This is an optimization exercise on Yosys and OpenROAD, whose aim is small area, a short achievable clock period and few clock cycles per item, not a production implementation.
At most, simulation tests tie the RTL to the original design; equivalence was not proved.
No activity file was given, so power comes from the tool's default toggle rates.

// nova16_alu
module nova16_alu (
    input  wire        clk,
    input  wire        rst,         
    input  wire        in_valid,
    output wire        in_ready,
    input  wire [7:0]  op,          
    input  wire        w16,         
    input  wire [15:0] a,           
    input  wire [15:0] b,           
    input  wire [11:0] flags_in,
    output reg         out_valid,
    output reg  [15:0] result,
    output reg         wr,          
    output reg         div_fault,   
    output reg  [11:0] flags_out
);
clock: 13.0 ns
lec_check: 0
cap_margin: 20
core_margin: 2
core_utilization: 40
slew_margin: 20
run.sh (not shown) runs the stock make flow with config.mk's settings and CLKGATE_MAP_FILE= SYNTH_SCRIPT=/design/flow/synth_recipe.tcl, a recipe that flattens the netlist after the stock synthesis.
The first run finished with timing, DRC and antenna clean.
Change:
==> flow/flow/run.sh (new file) <==
#!/bin/bash
# The standard layout (the standard.sh: ORFS synthesis to finish, same
# settings and constraints), with repair_timing asked to leave extra setup
# slack so that it also works on paths that already meet the 13 ns clock.
set -euo pipefail
bash standard.sh SETUP_SLACK_MARGIN=9.5 finish > standard.log 2>&1
==> flow/standard.sh (new file) <==
#!/bin/bash
# synth_recipe.tcl (not shown) runs the flow's synth.tcl, then flattens the netlist and writes it again
# the make line also repeats each setting of config.mk as NAME=value (left out here)
make -C /OpenROAD-flow-scripts/flow DESIGN_CONFIG=/design/flow/config.mk WORK_HOME=/design/flow/orfs CLKGATE_MAP_FILE= SYNTH_SCRIPT=/design/flow/synth_recipe.tcl "${@:-finish}"
removed: flow/run.sh
After rerunning: Global-route usage increases by 4.0 points. Die area does not change. Synthesized cell count does not change. Sequential power decreases by 4.7%. Total power increases by 31%. Worst setup slack gains 2.0 ns. Fmax increases by about 46%. Final cell count increases by 13%. Area after synthesis stays the same. Wire length increases by about 19%.
Function was not checked in any run of this note: the RTL went through the layout flow alone.


nova16_alu, a different RTL version from the one above (not shown whole).
Size: roughly 1600 cells after synthesis, about 120 flip-flops, roughly 0.012 sq mm of cells after synthesis.
export LEC_CHECK = 0
export CAP_MARGIN = 20
export CORE_MARGIN = 2
export CORE_UTILIZATION = 50
export CTS_BUF_LIST = sky130_fd_sc_hd__clkbuf_4 sky130_fd_sc_hd__clkbuf_8
export SLEW_MARGIN = 20
create_clock -name core_clock -period 13.0 [get_ports {clk}]
standard.sh (not shown) runs the stock make flow with config.mk's settings and CLKGATE_MAP_FILE= SYNTH_SCRIPT=/design/flow/synth_recipe.tcl, a recipe that flattens the netlist after the stock synthesis.
==> flow/flow/run.sh <==
#!/bin/bash
# The standard layout (the standard.sh: ORFS synthesis to finish, same
# settings and constraints), with repair_timing asked to leave extra setup
# slack so that it also works on paths that already meet the 13 ns clock,
# and with plain buffers (instead of delay cells) on the ports.
set -euo pipefail
bash standard.sh SETUP_SLACK_MARGIN=9.0 "BUFFER_PORTS_ARGS=-buffer_cell sky130_fd_sc_hd__buf_2" finish > standard.log 2>&1
Testbench counts at the start, summed over its fixed seeds: cycles 10,466, ops 8,000.
Edit:
--- a/flow/config.mk
+++ b/flow/config.mk
@@ -9,4 +9,3 @@
 export CORE_MARGIN = 2
-export CORE_UTILIZATION = 50
-export CTS_BUF_LIST = sky130_fd_sc_hd__clkbuf_4 sky130_fd_sc_hd__clkbuf_8
+export CORE_UTILIZATION = 40
 export SLEW_MARGIN = 20
After rerunning:
- worst setup slack improved by 0.048 ns
- die area grows by 24%
- wire length rose by 1.8%
- core utilization is lower by 11 points
- area after synthesis does not change
- synthesized cell count stays the same
- sequential cell count is unchanged
- cell area increases by about 1.3%
Edit:
--- a/flow/config.mk
+++ b/flow/config.mk
@@ -10,2 +10,4 @@
 export CORE_UTILIZATION = 40
+export CTS_BUF_LIST = sky130_fd_sc_hd__clkbuf_4 sky130_fd_sc_hd__clkbuf_8
 export SLEW_MARGIN = 20
+export TNS_END_PERCENT = 20
The changed run completed without violations. Total power went down by 8.2%. Clock power went down by 27%. Cell area went down by about 1.4%. Worst setup slack gets better by 0.0078 ns. Core utilization went down by 0.63 points.


Another version of the RTL of nova16_alu (not shown whole).
Size in the first run: roughly 88 I/O pins, ~14000 um2 of cells after synthesis.
export LEC_CHECK = 0
export CAP_MARGIN = 20
export CORE_MARGIN = 2
export CORE_UTILIZATION = 40
export SLEW_MARGIN = 20
create_clock -name core_clock -period 13.0 [get_ports {clk}]
==> flow/flow/run.sh <==
#!/bin/bash
# The standard layout (the standard.sh: ORFS synthesis to finish, same
# settings and constraints), with repair_timing asked to leave extra setup
# slack so that it also works on paths that already meet the 13 ns clock,
# and with plain buffers (instead of delay cells) on the ports.
set -euo pipefail
bash standard.sh SETUP_SLACK_MARGIN=8.5 "BUFFER_PORTS_ARGS=-buffer_cell sky130_fd_sc_hd__buf_2" finish > standard.log 2>&1
The starting point completed without violations.
Testbench counts at the start, summed over its fixed seeds: cycles 10,466, ops 8,000.
Edit:
--- a/flow/flow/run.sh
+++ b/flow/flow/run.sh
@@ -7 +7 @@
-bash standard.sh SETUP_SLACK_MARGIN=8.5 "BUFFER_PORTS_ARGS=-buffer_cell sky130_fd_sc_hd__buf_2" finish > standard.log 2>&1
+bash standard.sh SETUP_SLACK_MARGIN=9.5 "BUFFER_PORTS_ARGS=-buffer_cell sky130_fd_sc_hd__buf_2" finish > standard.log 2>&1
- power is higher by 17%
- worst setup slack improves by 0.58 ns
- sequential share of layout area drops by 3.7 points
- flip-flop and latch count is unchanged
- clock skew is lower by 0.0039 ns
- sequential power is lower by about 2%
Edit:
==> flow/flow/run.sh (replaced) <==
#!/bin/bash
# The standard layout (the standard.sh: ORFS synthesis to finish, same
# settings and constraints), with repair_timing asked to leave extra setup
# slack so that it also works on paths that already meet the 13 ns clock.
set -euo pipefail
bash standard.sh SETUP_SLACK_MARGIN=8.0 finish > standard.log 2>&1
=> Wire length falls by 17%; clock power came out lower by 4.1%; setup slack gets worse by 0.94 ns; synthesized cell count stays the same; design area drops by 16%; cell count decreases by 7.8%; power fell by 15%; clock-buffer cell count goes down by 2; utilization is lower by 9.0 points.
Edit:
==> flow/flow/run.sh (replaced) <==
#!/bin/bash
# The standard layout (the standard.sh: ORFS synthesis to finish, same
# settings and constraints), with repair_timing asked to leave extra setup
# slack so that it also works on paths that already meet the 13 ns clock,
# and with plain buffers (instead of delay cells) on the ports.
set -euo pipefail
bash standard.sh SETUP_SLACK_MARGIN=9.0 "BUFFER_PORTS_ARGS=-buffer_cell sky130_fd_sc_hd__buf_2" finish > standard.log 2>&1
Outcome: Die area does not change. Sequential cell count is unchanged. First-iteration DRC count came out higher by 10%. Routed wire length came out higher by 8.3%. Clock-buffer cell count came out higher by 1. Area after synthesis is unchanged. Cell count came out higher by 4.6%.
Edit:
==> flow/flow/run.sh (replaced) <==
#!/bin/bash
# The standard layout (the standard.sh: ORFS synthesis to finish, same
# settings and constraints), with repair_timing asked to leave extra setup
# slack so that it also works on paths that already meet the 13 ns clock.
set -euo pipefail
bash standard.sh SETUP_SLACK_MARGIN=8.5 finish > standard.log 2>&1
Design area drops by a few percent.
Via count drops by a few percent.
Register-to-register slack degrades by 0.43 ns.
Cell count drops by a few percent.
Die area is unchanged.
Fmax drops by roughly a tenth.
Routed wire length drops by a little under a tenth.
Critical path depth drops by 2.
Total power drops by a few percent.
Clock-buffer cell count drops by 1.


nova16_alu, a different RTL version from the one above (not shown whole).
Size: about 1700 cells after synthesis, roughly 130 flip-flops, roughly 88 I/O pins, roughly 13000 um2 of cells after synthesis.
clock: 13.0 ns
lec_check: 0
cap_margin: 20
core_margin: 2
core_utilization: 40
slew_margin: 20
==> flow/flow/run.sh <==
#!/bin/bash
# The standard layout (the standard.sh: ORFS synthesis to finish, same
# settings and constraints), with repair_timing asked to leave extra setup
# slack so that it also works on paths that already meet the 13 ns clock,
# and with plain buffers (instead of delay cells) on the ports.
set -euo pipefail
bash standard.sh SETUP_SLACK_MARGIN=9.5 "BUFFER_PORTS_ARGS=-buffer_cell sky130_fd_sc_hd__buf_2" finish > standard.log 2>&1
The first run completed without violations.
Testbench counts at the start, summed over its fixed seeds: cycles 10,466, ops 8,000.
==> next run, changes <==
--- a/flow/flow/run.sh
+++ b/flow/flow/run.sh
@@ -7 +7 @@
-bash standard.sh SETUP_SLACK_MARGIN=9.5 "BUFFER_PORTS_ARGS=-buffer_cell sky130_fd_sc_hd__buf_2" finish > standard.log 2>&1
+bash standard.sh SETUP_SLACK_MARGIN=8.5 "BUFFER_PORTS_ARGS=-buffer_cell sky130_fd_sc_hd__buf_2" finish > standard.log 2>&1
=> Combinational power is lower by 24%. Wire length is lower by 9.7%. Hold slack stays flat. Non-clock buffer count is lower by 144. Area after synthesis is unchanged. Worst setup slack is worse by 820 ps. Die area is unchanged. Register-to-register slack is worse by 820 ps. Global-route usage is lower by 2.4 points. Count of clock-buffer cells in the layout is lower by 1.
==> next run, changes <==
--- a/flow/flow/run.sh
+++ b/flow/flow/run.sh
@@ -7 +7 @@
-bash standard.sh SETUP_SLACK_MARGIN=8.5 "BUFFER_PORTS_ARGS=-buffer_cell sky130_fd_sc_hd__buf_2" finish > standard.log 2>&1
+bash standard.sh SETUP_SLACK_MARGIN=9.0 "BUFFER_PORTS_ARGS=-buffer_cell sky130_fd_sc_hd__buf_2" finish > standard.log 2>&1
Count of clock-buffer cells in the layout is lower by 3; cell area goes up by 4.5%; via count came out higher by 0.82%; worst hold slack stays flat; combinational power went up by 7.9%; power goes up by 7.2%; synthesized cell count is unchanged.
==> next run, changes <==
--- a/flow/flow/run.sh
+++ b/flow/flow/run.sh
@@ -7 +7 @@
-bash standard.sh SETUP_SLACK_MARGIN=9.0 "BUFFER_PORTS_ARGS=-buffer_cell sky130_fd_sc_hd__buf_2" finish > standard.log 2>&1
+bash standard.sh SETUP_SLACK_MARGIN=9.25 "BUFFER_PORTS_ARGS=-buffer_cell sky130_fd_sc_hd__buf_2" finish > standard.log 2>&1
After rerunning: The changed run completed with no timing, DRC or antenna violations. Final area rises by 6.0%. Synthesized cell count stays the same. Sequential share of layout area falls by 1.2 points. Wire length rises by about 3%. Register-to-register slack gets better by 70 ps. Global-route usage is about the same. First-iteration DRC count falls by about 1.3%. Combinational power rises by about 10%. Via count rises by 3.2%. Setup slack gets better by 65 ps. Count of clock-buffer cells in the layout rises by 2.


nova16_alu, a different RTL version from the one above (not shown whole).
Size in the first run: ~0.014 sq mm of cells after synthesis.
export LEC_CHECK = 0
export CAP_MARGIN = 20
export CORE_MARGIN = 2
export CORE_UTILIZATION = 40
export SLEW_MARGIN = 20
create_clock -name core_clock -period 13.0 [get_ports {clk}]
==> flow/flow/run.sh <==
#!/bin/bash
# The standard layout (the standard.sh: ORFS synthesis to finish, same
# settings and constraints), with repair_timing asked to leave extra setup
# slack so that it also works on paths that already meet the 13 ns clock,
# and with the synthesis buffers replaced by the placer's.
set -euo pipefail
bash standard.sh SETUP_SLACK_MARGIN=9.5 REMOVE_ABC_BUFFERS=1 finish > standard.log 2>&1
The first run produced a clean layout.
Edit:
==> flow/flow/run.sh (replaced) <==
#!/bin/bash
# The standard layout (the standard.sh: ORFS synthesis to finish, same
# settings and constraints), with repair_timing asked to leave extra setup
# slack so that it also works on paths that already meet the 13 ns clock.
set -euo pipefail
bash standard.sh SETUP_SLACK_MARGIN=8.5 finish > standard.log 2>&1
=>
- The changed run completed with no timing, DRC or antenna violations
- synthesized area stays the same
- sequential power increases by about 1%
- wire length decreases by 11%
- non-clock buffer count decreases by 167
No functional check of the RTL was part of any run of this note.


nova16_alu with an RTL version that a note above also has.
For scale: about 1600 cells after synthesis, ~120 flip-flops.
clock: 13.0 ns
lec_check: 0
cap_margin: 20
core_margin: 2
core_utilization: 40
cts_buf_list: sky130_fd_sc_hd__clkbuf_4 sky130_fd_sc_hd__clkbuf_8
slew_margin: 20
==> flow/flow/run.sh <==
#!/bin/bash
# The standard layout (the standard.sh: ORFS synthesis to finish, same
# settings and constraints), with repair_timing asked to leave extra setup
# slack so that it also works on paths that already meet the 13 ns clock,
# and with plain buffers (instead of delay cells) on the ports.
set -euo pipefail
bash standard.sh SETUP_SLACK_MARGIN=9.0 "BUFFER_PORTS_ARGS=-buffer_cell sky130_fd_sc_hd__buf_2" finish > standard.log 2>&1
The baseline went through all stages and came out clean.
Testbench counts at the start, summed over its fixed seeds: cycles 10,466, ops 8,000.
Change:
GPL_ROUTABILITY_DRIVEN = 0   (was default)
=>
- The new run completed with no timing, DRC or antenna violations
- via count rose by 0.80%
- die area is unchanged
- non-clock buffer count rose by 1
- routed wire length fell by about 4.3%
- final cell count barely changes
- combinational power barely changes
- final area barely changes
- hold slack is about the same
- clock power fell by 9.3%
Change:
--- a/flow/flow/run.sh
+++ b/flow/flow/run.sh
@@ -6,2 +6,2 @@
 set -euo pipefail
-bash standard.sh SETUP_SLACK_MARGIN=9.0 "BUFFER_PORTS_ARGS=-buffer_cell sky130_fd_sc_hd__buf_2" finish > standard.log 2>&1
+bash standard.sh SETUP_SLACK_MARGIN=9.3 "BUFFER_PORTS_ARGS=-buffer_cell sky130_fd_sc_hd__buf_2" finish > standard.log 2>&1
GPL_ROUTABILITY_DRIVEN = default   (was 0)
TNS_END_PERCENT = 20   (was default)
The new run completed without violations.
Utilization came out higher by 3.4 points.
Worst hold slack loses 0.0080 ns.
Global-route usage increases by 2.0 points.
Register-to-register slack gets better by 0.18 ns.
Synthesized area is unchanged.
Change:
--- a/flow/flow/run.sh
+++ b/flow/flow/run.sh
@@ -6,2 +6,2 @@
 set -euo pipefail
-bash standard.sh SETUP_SLACK_MARGIN=9.3 "BUFFER_PORTS_ARGS=-buffer_cell sky130_fd_sc_hd__buf_2" finish > standard.log 2>&1
+bash standard.sh SETUP_SLACK_MARGIN=8.75 "BUFFER_PORTS_ARGS=-buffer_cell sky130_fd_sc_hd__buf_2" finish > standard.log 2>&1
TNS_END_PERCENT = default   (was 20)
After rerunning: Area after synthesis is unchanged; non-clock buffer count goes down by 72; critical path depth goes up by 3; worst hold slack gets better by 0.0059 ns; power goes down by a few percent; clock-buffer cell count stays the same; design area goes down by a little under a tenth; register-to-register slack gets worse by 0.40 ns.
Change:
--- a/flow/flow/run.sh
+++ b/flow/flow/run.sh
@@ -6,2 +6,2 @@
 set -euo pipefail
-bash standard.sh SETUP_SLACK_MARGIN=8.75 "BUFFER_PORTS_ARGS=-buffer_cell sky130_fd_sc_hd__buf_2" finish > standard.log 2>&1
+bash standard.sh SETUP_SLACK_MARGIN=9.25 "BUFFER_PORTS_ARGS=-buffer_cell sky130_fd_sc_hd__buf_2" finish > standard.log 2>&1
Sequential cell count stays the same.
Maximum frequency grows by roughly a tenth.
Routed wire length went up by a few percent.
Critical path depth went down by 2.
Design area came out higher by a little under a tenth.
Area after synthesis stays the same.
Synthesized cell count does not change.


Another version of the RTL of nova16_alu (not shown whole).
For scale: roughly 1,700 cells after synthesis, ~120 flip-flops, roughly 88 I/O pins.
Settings: LEC_CHECK=0, CAP_MARGIN=20, CORE_MARGIN=2, CORE_UTILIZATION=65, SLEW_MARGIN=20; clock period 13.0 ns.
==> flow/flow/run.sh <==
#!/bin/bash
# The standard layout (the standard.sh: ORFS synthesis to finish, same
# settings and constraints), with repair_timing asked to leave extra setup
# slack so that it also works on paths that already meet the 13 ns clock.
set -euo pipefail
bash standard.sh SETUP_SLACK_MARGIN=8.5 finish > standard.log 2>&1
Then changed:
- CORE_UTILIZATION: 65 -> 40
Effect:
- The changed run produced a clean layout
- synthesized area stays the same
- hold slack loses 0.0050 ns
- power drops by 4.1%
- maximum frequency came out higher by 7.9%
No functional check of the RTL was part of any run of this note.


## main
Another version of the RTL of nova16_alu (not shown whole).
Size in the first run: about 1700 cells after synthesis, about 120 flip-flops, about 88 I/O pins.
export LEC_CHECK = 0
export CAP_MARGIN = 60
export CORE_MARGIN = 2
export CORE_UTILIZATION = 40
export SLEW_MARGIN = 80
create_clock -name core_clock -period 13.0 [get_ports {clk}]
run.sh (not shown) runs the stock make flow with config.mk's settings and CLKGATE_MAP_FILE= SYNTH_SCRIPT=/design/flow/synth_recipe.tcl, a recipe that flattens the netlist after the stock synthesis.
Stock flow here: none of the scripts above is used.
The following lists how the feature branch was set up differently from main:
Settings: SLEW_MARGIN now 20, was 80; CAP_MARGIN now 20, was 60.
Findings:
The flow did not stop early for the feature branch: all stages ran, and the layout cleared the timing, DRC and antenna checks.
Re post-synthesis simple-gate area fraction: no difference whatsoever between the feature branch and main.
As far as effective utilization at floorplan goes, the feature branch and main are indistinguishable; the numbers are identical.
The feature branch ends up with lower power than main does.
Time the worst path needs with I/O delays and setup for the feature branch is higher than for main.
The feature branch ends up with lower final design utilization than main does.
The feature branch: tightest hold margin is 0.0038 ns lower than what main reported.
The maximum clock frequency of the feature branch is lower than that of main.
main reports its highest metal layer with signal wires as met4 while the feature branch reports met5.
Between main and the feature branch, static leakage power decreased.
Diff the feature branch..main | worst-case clock buffer depth | unchanged
The logic depth of the worst setup path including buffers in the feature branch sits 1 below the value recorded for main.
Sort main and the feature branch by all-layer global routing usage asc -> top: the feature branch
Function was not checked in any run of this note: the RTL went through the layout flow alone.

## separate check: timing with driven ports
In the flow no input, the clock included, has a driving cell. The finished layouts below were timed again as built, in two steps.
Step 1 (the two cells are an assumption about what drives the block):
set clk [get_ports {clk}]
set_driving_cell -lib_cell sky130_fd_sc_hd__clkbuf_16 $clk
set_driving_cell -lib_cell sky130_fd_sc_hd__buf_2 [delete_from_list [all_inputs] $clk]
Step 2 times the ports against the registers' clock, not the clock port: input delays grow and output delays shrink by t, the midpoint of the rising clock arrivals with the driver on.
Slacks: ideal ports / drivers / drivers and shift; pairs: ideal ports / drivers.
| run | shift t [ns] | setup slack, ns | latest minus earliest clock arrival (ns) |
|---|---|---|---|
| the first run of note 1 | 0.484 | 6.692 / 6.692 / 6.692 | 0.017 / 0.016 |
| the second run of note 1 | 0.493 | 8.677 / 8.677 / 8.677 | 0.010 / 0.010 |
| the first run of note 2 | 0.491 | 9.010 / 9.010 / 9.010 | 0.026 / 0.027 |
| the second run of note 2 | 0.490 | 9.058 / 9.058 / 8.817 | 0.015 / 0.016 |
| the third run of note 2 | 0.518 | 9.066 / 9.066 / 8.819 | 0.025 / 0.024 |
| the first run of note 3 | 0.486 | 8.490 / 8.490 / 8.490 | 0.017 / 0.017 |
| the second run of note 3 | 0.499 | 9.068 / 9.068 / 9.068 | 0.014 / 0.013 |
| the third run of note 3 | 0.502 | 8.129 / 8.129 / 8.129 | 0.018 / 0.018 |
| the fourth run of note 3 | 0.496 | 8.988 / 8.988 / 8.988 | 0.016 / 0.016 |
| the fifth run of note 3 | 0.498 | 8.557 / 8.557 / 8.557 | 0.018 / 0.018 |
| the first run of note 4 | 0.503 | 9.311 / 9.311 / 9.094 | 0.016 / 0.016 |
| the second run of note 4 | 0.499 | 8.493 / 8.493 / 8.493 | 0.015 / 0.015 |
| the third run of note 4 | 0.502 | 9.076 / 9.076 / 8.769 | 0.015 / 0.015 |
| the fourth run of note 4 | 0.496 | 9.141 / 9.141 / 8.893 | 0.018 / 0.018 |
| the first run of note 5 | 0.487 | 8.615 / 8.615 / 8.615 | 0.016 / 0.016 |
| the second run of note 5 | 0.510 | 8.291 / 8.291 / 8.291 | 0.030 / 0.030 |
| the first run of note 6 | 0.518 | 9.100 / 9.100 / 8.828 | 0.025 / 0.026 |
| the second run of note 6 | 0.511 | 9.081 / 9.081 / 8.950 | 0.028 / 0.028 |
| the third run of note 6 | 0.497 | 9.258 / 9.258 / 8.928 | 0.031 / 0.031 |
| the fourth run of note 6 | 0.514 | 8.853 / 8.853 / 8.831 | 0.022 / 0.023 |
| the fifth run of note 6 | 0.520 | 9.258 / 9.258 / 8.981 | 0.019 / 0.019 |
| the first run of note 7 | 0.494 | 7.341 / 7.341 / 7.341 | 0.013 / 0.014 |
| the second run of note 7 | 0.506 | 7.754 / 7.754 / 7.754 | 0.012 / 0.012 |
| main | 0.494 | 7.279 / 7.279 / 7.279 | 0.013 / 0.013 |
| the feature branch | 0.486 | 6.560 / 6.560 / 6.560 | 0.018 / 0.019 |
After both steps every run listed still meets setup and hold. For the third run of note 6, which loses most, drivers alone change the setup slack by 0.000 ns; drivers and shift together by -0.330 ns.
